This design comes from an exercise in tuning for small area, a short achievable clock period and few clock cycles per item on the open sky130 flow, not from production work.
Only the layout flow was run in this run; the RTL was not checked for function there.

File: flow/config.mk
export PLATFORM = sky130hd
export DESIGN_NAME = lsc_mapper
export DESIGN_NICKNAME = lsc_mapper
export VERILOG_FILES = /design/flow/design.v
export SDC_FILE = /design/flow/constraint.sdc
export NUM_CORES = 4
export LEC_CHECK = 0
export ABC_AREA = 1
export CAP_MARGIN = 20
export CORE_MARGIN = 2
export CORE_UTILIZATION = 55
export CTS_BUF_LIST = sky130_fd_sc_hd__clkbuf_4
export SLEW_MARGIN = 20
export SYNTH_HIERARCHICAL = 1
File: flow/constraint.sdc
create_clock -name core_clock -period 22.0 [get_ports {clk}]
set_input_delay 4.4000 -clock core_clock [delete_from_list [all_inputs] [get_ports {clk}]]
set_output_delay 4.4000 -clock core_clock [all_outputs]
set_load 0.01 [all_outputs]
File: flow/design.v
module lsc_mapper_front (
    input  wire [15:0] val,
    input  wire [15:0] rmin,
    input  wire [15:0] rmax,
    input  wire        imm,
    input  wire        trunc,
    output wire [25:0] n,        
    output wire [15:0] dn        
);
    function [51:0] csa;
        input [25:0] a, b, c;
        csa = {((a & b) | (a & c) | (b & c)) << 1, a ^ b ^ c};
    endfunction
    function [1:0] add3;         
        input [1:0] a, b;
        case ({a, b})
            4'b0000: add3 = 2'd0; 4'b0001: add3 = 2'd1; 4'b0010: add3 = 2'd2;
            4'b0100: add3 = 2'd1; 4'b0101: add3 = 2'd2; 4'b0110: add3 = 2'd0;
            4'b1000: add3 = 2'd2; 4'b1001: add3 = 2'd0; 4'b1010: add3 = 2'd1;
            default: add3 = 2'd0;
        endcase
    endfunction
    function [1:0] dig3;         
        input [1:0] d;
        dig3 = {d[1] & ~d[0], d[0] & ~d[1]};
    endfunction
    function [1:0] pair3;        
        input [3:0] x;
        pair3 = add3(dig3(x[1:0]), dig3(x[3:2]));
    endfunction
    wire [1:0] vm3 = add3(add3(pair3(val[3:0]),  pair3(val[7:4])),
                          add3(pair3(val[11:8]), pair3(val[15:12])));
    reg  [2:0] m;
    always @(*) begin
        case ({val[0], vm3})
            3'b000: m = 3'd0; 3'b001: m = 3'd2; 3'b010: m = 3'd4;
            3'b100: m = 3'd3; 3'b101: m = 3'd5; 3'b110: m = 3'd1;
            default: m = 3'd0;
        endcase
    end
    wire [25:0] vv  = {10'd0, val};
    wire [25:0] rr  = {10'd0, rmin};
    wire [25:0] vi  = imm ? vv : 26'd0;
    wire [25:0] mt  = trunc ? {23'h7FFFFF, ~m} : 26'd0;            
    wire [25:0] kc  = {24'd0, 1'b1, trunc};                         
    wire [51:0] ya  = csa(vv, vv << 2, vi);
    wire [51:0] yb  = csa(~(rr << 1), ~(rr << 2), kc);
    wire [51:0] yc  = csa(ya[25:0], ya[51:26], yb[25:0]);
    wire [51:0] yd  = csa(yc[25:0], yc[51:26], yb[51:26]);
    wire [51:0] ye  = csa(yd[25:0], yd[51:26], mt);
    wire [25:0] y_s = ye[25:0], y_c = ye[51:26];
    wire [51:0] na  = csa(y_s << 5, y_c << 5, ~(y_s << 1));
    wire [51:0] nb  = csa(na[25:0], na[51:26], ~(y_c << 1));
    wire [51:0] nc  = csa(nb[25:0], nb[51:26], 26'd2);
    assign n  = nc[25:0] + nc[51:26];
    assign dn = ~(rmax - rmin);
endmodule
module lsc_mapper_div2 (
    input  wire [17:0] win,
    input  wire [15:0] dn,
    output wire [1:0]  q,
    output wire [15:0] rem
);
    function [16:0] dstep;       
        input [16:0] top;
        input [15:0] dn;
        reg   [17:0] t;
        begin
            t = {1'b0, top} + {2'b11, dn} + 18'd1;       
            dstep = t[17] ? {1'b0, top[15:0]} : {1'b1, t[15:0]};
        end
    endfunction
    wire [16:0] a = dstep(win[17:1], dn);
    wire [16:0] b = dstep({a[15:0], win[0]}, dn);
    assign q   = {a[16], b[16]};
    assign rem = b[15:0];
endmodule
module lsc_mapper_div4 (
    input  wire [19:0] win,
    input  wire [15:0] dn,
    output wire [3:0]  q,
    output wire [15:0] rem
);
    wire [1:0]  qa;
    wire [15:0] ra;
    lsc_mapper_div2 ua (.win(win[19:2]), .dn(dn), .q(qa), .rem(ra));
    lsc_mapper_div2 ub (.win({ra, win[1:0]}), .dn(dn), .q(q[1:0]), .rem(rem));
    assign q[3:2] = qa;
endmodule
module lsc_mapper_div2q (
    input  wire [17:0] win,
    input  wire [15:0] dn,
    output wire [1:0]  q
);
    wire [15:0] unused_rem;
    lsc_mapper_div2 u (.win(win), .dn(dn), .q(q), .rem(unused_rem));
endmodule
module lsc_mapper_lux (
    input  wire [18:0] x5,
    output wire [16:0] l,
    output wire [1:0]  r
);
    wire [18:0] lq = x5 / 19'd3;
    wire [18:0] lr = x5 % 19'd3;
    assign l = lq[16:0];
    assign r = lr[1:0];
endmodule
module lsc_mapper (
    input  wire        clk,
    input  wire        rst,
    input  wire        in_valid,
    output wire        in_ready,
    input  wire        in_imm,
    input  wire        in_mtrunc,
    input  wire [15:0] in_value,
    input  wire [15:0] in_rmin,
    input  wire [15:0] in_rmax,
    output wire        out_valid,
    input  wire        out_ready,
    output wire [7:0]  out_angle,
    output wire [31:0] out_lux
);
    reg        k_valid;              
    reg        rdy;                  
    wire       adv = ~k_valid;       
    assign in_ready = rdy;
    reg        v0;
    reg        imm0, trunc0;
    reg [15:0] val0, rmin0, rmax0;
    wire [25:0] n_s1;
    wire [15:0] d_s1;
    lsc_mapper_front u_front (
        .val(val0), .rmin(rmin0), .rmax(rmax0), .imm(imm0), .trunc(trunc0),
        .n(n_s1), .dn(d_s1)
    );
    reg        v1, neg1;
    reg [23:0] n1;
    reg [15:0] d1, val1;         
    wire [3:0]  q74;
    wire [15:0] rem74;
    lsc_mapper_div4 u_div74 (.win(n1[23:4]), .dn(d1), .q(q74), .rem(rem74));
    wire [16:0] ov_t   = {1'b0, n1[23:8]} + {1'b1, d1} + 17'd1;
    wire        ovf_s2 = ~ov_t[16];                          
    wire [18:0] x5_s2  = {3'd0, val1} + {1'b0, val1, 2'b00};
    reg        v2, neg2, ovf2;
    reg [19:0] r2;               
    reg [3:0]  q2;
    reg [15:0] d2;
    reg [18:0] x5_2;
    wire [1:0]  q32;
    wire [15:0] rem32;
    lsc_mapper_div2 u_div32 (.win(r2[19:2]), .dn(d2), .q(q32), .rem(rem32));
    wire [1:0]  q10;
    lsc_mapper_div2q u_div10 (.win({rem32, r2[1:0]}), .dn(d2), .q(q10));
    wire        sat = ovf2 | ({q2, q32} >= 6'd45);           
    wire [7:0]  ang_s3 = neg2 ? 8'd0 : sat ? 8'd180 : {q2, q32, q10};
    wire [16:0] lq;
    wire [1:0]  lr;
    lsc_mapper_lux u_lux (.x5(x5_2), .l(lq), .r(lr));
    reg        o_valid;
    reg [7:0]  o_angle;
    reg [16:0] o_lux;
    reg [1:0]  o_r;
    reg [7:0]  k_angle;
    reg [16:0] k_lux;
    reg [1:0]  k_r;
    wire o_free = ~o_valid | out_ready;
    always @(posedge clk) begin
        if (rst) begin
            v0 <= 1'b0; v1 <= 1'b0; v2 <= 1'b0;
            o_valid <= 1'b0;
            k_valid <= 1'b0;
            rdy     <= 1'b1;
        end else begin
            if (adv) begin
                v0 <= in_valid;
                v1 <= v0;
                v2 <= v1;
            end
            if (k_valid) begin
                if (out_ready) begin
                    o_valid <= 1'b1;
                    k_valid <= 1'b0;
                    rdy     <= 1'b1;
                end
            end else if (o_free) begin
                o_valid <= v2;
            end else if (v2) begin
                k_valid <= 1'b1;
                rdy     <= 1'b0;
            end
        end
        if (adv) begin
            imm0   <= in_imm;
            trunc0 <= ~in_imm & in_mtrunc;
            val0   <= in_value;
            rmin0  <= in_rmin;
            rmax0  <= in_rmax;
            n1   <= n_s1[23:0];
            neg1 <= n_s1[25];
            d1   <= d_s1;
            val1 <= val0;
            r2   <= {rem74, n1[3:0]};
            q2   <= q74;
            neg2 <= neg1;
            ovf2 <= ovf_s2;
            d2   <= d1;
            x5_2 <= x5_s2;
        end
        if (k_valid) begin
            if (out_ready) begin
                o_angle <= k_angle;
                o_lux   <= k_lux;
                o_r     <= k_r;
            end
        end else if (o_free) begin
            o_angle <= ang_s3;
            o_lux   <= lq;
            o_r     <= lr;
        end else begin
            k_angle <= ang_s3;
            k_lux   <= lq;
            k_r     <= lr;
        end
    end
    assign out_valid = o_valid;
    assign out_angle = o_angle;
    assign out_lux = {o_lux,
                      o_r[1], o_r[0], o_r[1], o_r[0], o_r[1], o_r[0], o_r[1], o_r[0],
                      o_r[1], o_r[0], o_r[1], o_r[0], o_r[1], o_r[0], o_r[1]};
endmodule
File: flow/flow/run.sh
#!/bin/bash
# Layout: the standard flow (standard synthesis, same constraints), with ORFS's
# repair_timing asked for a larger setup margin so that it also works on paths that
# already meet the 22 ns clock, and plain buffers on the ports.  Each tool's output
# goes to a log file here.
set -euo pipefail
bash standard.sh SETUP_SLACK_MARGIN=15 "BUFFER_PORTS_ARGS=-buffer_cell sky130_fd_sc_hd__buf_2" finish > flow_make.log 2>&1
File: flow/standard.sh
#!/bin/bash
# synth_recipe.tcl (not shown) runs the flow's synth.tcl, then flattens the netlist and writes it again
# the make line also repeats each setting of config.mk as NAME=value (left out here)
make -C /OpenROAD-flow-scripts/flow DESIGN_CONFIG=/design/flow/config.mk WORK_HOME=/design/flow/orfs CLKGATE_MAP_FILE= SYNTH_SCRIPT=/design/flow/synth_recipe.tcl "${@:-finish}"
==> notes.md <==
WP data arrival=7070 ps; Max Clk Rate=0.1516 GHz; starting DRC count in detailed routing=1390; Mean Syn Cell Area=7.580 sq um; First-pass DRT Iterations=6; Final min period=6595 ps; Site Rows=76; clock buffer depth=3; Hold Crit Depth=0; post-DP HPWL=49.38 mm; # nets final=3786; Vias/cell=5.366; # IOs=96; Antenna Nets Post-Route=0; crit path capture type=flop; post-synthesis instance area=23870 sq um; CP startpoint kind=flop; most numerous cell on the critical path=nand2_1; r2r worst-path depth=43; clock sinks=228; Rel. slew slack=0.3640; Buffers on Ports=95; Worst Setup Slack, final=15410 ps; setup violators final=0; die height=212.3 um; Final period util=0.2998; CTS tree=yes; routed vias=21.47k; fin. max-slew vios=0; Num CTS Buffers=67; RSZ-0062 raised after global routing=no; CP max-delay cell=edfxtp_1; total die area=45080 sq um; cts hold-fix bufs=0; gr usage total=0.2891; Layout Skew=45.70 ps; worst-margin pin slew=954.0 ps; share of cells above drive strength 1=0.1562; GPL Wtd Cong=0.9179; antenna violations before repair=3; status=no timing/DRC/antenna violations; clock latency at the later pin of the worst-skew pair=770 ps; Layout area overhead=13.11%; Mapped Nets=3566; Die X=212.3 um; initial core utilization=0.5553; total congestion overflow=0; pre-CTS setup slack=12630 ps; vias in the first global route=21.04k; Core ar.=42980 sq um; Yosys warning total=9; max_cap viols=0; leading cell type in the layout, fill and taps excluded=nand2_1; most frequent cells in the layout=nand2_1, inv_1, ha_1, edfxtp_1, nand3_1; H-tree depth=3; Worst Path Class, Setup=flop to flop; crit-path max FO=12; Hold Vio Cnt, Final=0; first-pass GRT wire length=103.0 mm; drt drc=0; Routed WL=64.19 mm; Root Driver=clkbuf_4; setup TNS=0 ps; clock transition at the registers of the reported paths=60 ps; R2R Setup Slk=15410 ps; min-delay worst type=flop to flop; CP max stage delay=460 ps; CP required=22470 ps; largest net degree at the start of global routing=140; WL per Instance=16.05 um; Cells after Synth=3149
==> per-stage QoR <==
| step | hold slack [ps] | cell area (sq um) | cells | util |
|---|---|---|---|---|
| 2_1_floorplan | 400.3 | 23870 | 3149 | - |
| 3_3_place_gp | 402.2 | 24790 | 3784 | 0.5767 |
| 3_5_place_dp | 405.2 | 24790 | 3784 | 0.5767 |
| 4_1_cts | 419.4 | 25990 | 3933 | 0.6047 |
| 5_1_grt | 436.7 | 27000 | 3999 | 0.6281 |
| 6_report | 417.5 | 27000 | 4000 | 0.6281 |
==> layout make-up <==
cell class	instances	area (sq um)
fill	3807	15980
multi-input combinational	2366	15450
sequential	228	6787
inverter	508	1914
timing repair buffer	198	1281
tap	585	732.0
clock buffer	94	705.7
clock inverter	19	126.4
antenna	2	5.005
==> registers in the layout, summed over array words and instances (netlist names), 16 cells and up <==
register,cells
rmax0,16
x5_2,19
o_lux,17
r2,20
val1,16
n1,24
d2,16
val0,16
k_lux,17
d1,16
rmin0,16
==> critical path: cells and delay by family (launching register included) <==
kind,cells,cell delay (ps)
buf+inv,7,940
flops,1,460
fa+ha+maj,4,1320
compound gates,2,410
simple gates,30,3130
==> final timing paths <==
| kind | from | endpoint |
|---|---|---|
| max | d1[3]$_DFFE_PN_ | r2[9]$_DFFE_PN_ |
| min | n1[2]$_DFFE_PN_ | r2[2]$_DFFE_PN_ |
| max reg2reg | d1[3]$_DFFE_PN_ | r2[9]$_DFFE_PN_ |
| min reg2reg | n1[2]$_DFFE_PN_ | r2[2]$_DFFE_PN_ |
==> repair_timing <==
action                                  4_1_cts  5_1_grt
gates cloned                                  1        4
endpoints found under the setup margin       20       21
setup buffers                                35       61
endpoints found under the hold margin         0        0
pin swaps                                     7       14
resized for setup                            24       79
==> layer usage <==
layer | routed length [um] | global-route usage | part of all wire
met1 | 27520 | 0.3615 | 0.43
met2 | 30300 | 0.4954 | 0.47
met3 | 3701 | 0.04225 | 0.058
met4 | 2679 | 0.1321 | 0.042
met5 | 0 | 0 | 0

==> afterwards: timing with drivers on the ports <==
The flow's constraints put no driver on any port. The routed layout listed below was extracted and timed again, unchanged, in two steps. Step 1, drivers: a clkbuf_16 drives clk and a buf_2 each remaining input, both assumed. Step 2, shift: input delay + t, output delay - t, t = (earliest + latest rising clock arrival at the registers) / 2. This alone moves slack from input paths to output paths. a / b / c = ideal ports / drivers / drivers and shift; a / b = the first two.
shift t [ns]: 0.801
setup WS [ns]: 15.405 / 15.405 / 15.405
hold WS [ns]: 0.417 / 0.417 / 0.417
worst setup path after step 2: register to register
latest minus earliest clock arrival (ns): 0.049 / 0.050
After both steps setup and hold are still met in this run. The setup slack of this run moves by 0.000 ns with the drivers and by 0.000 ns with both steps.
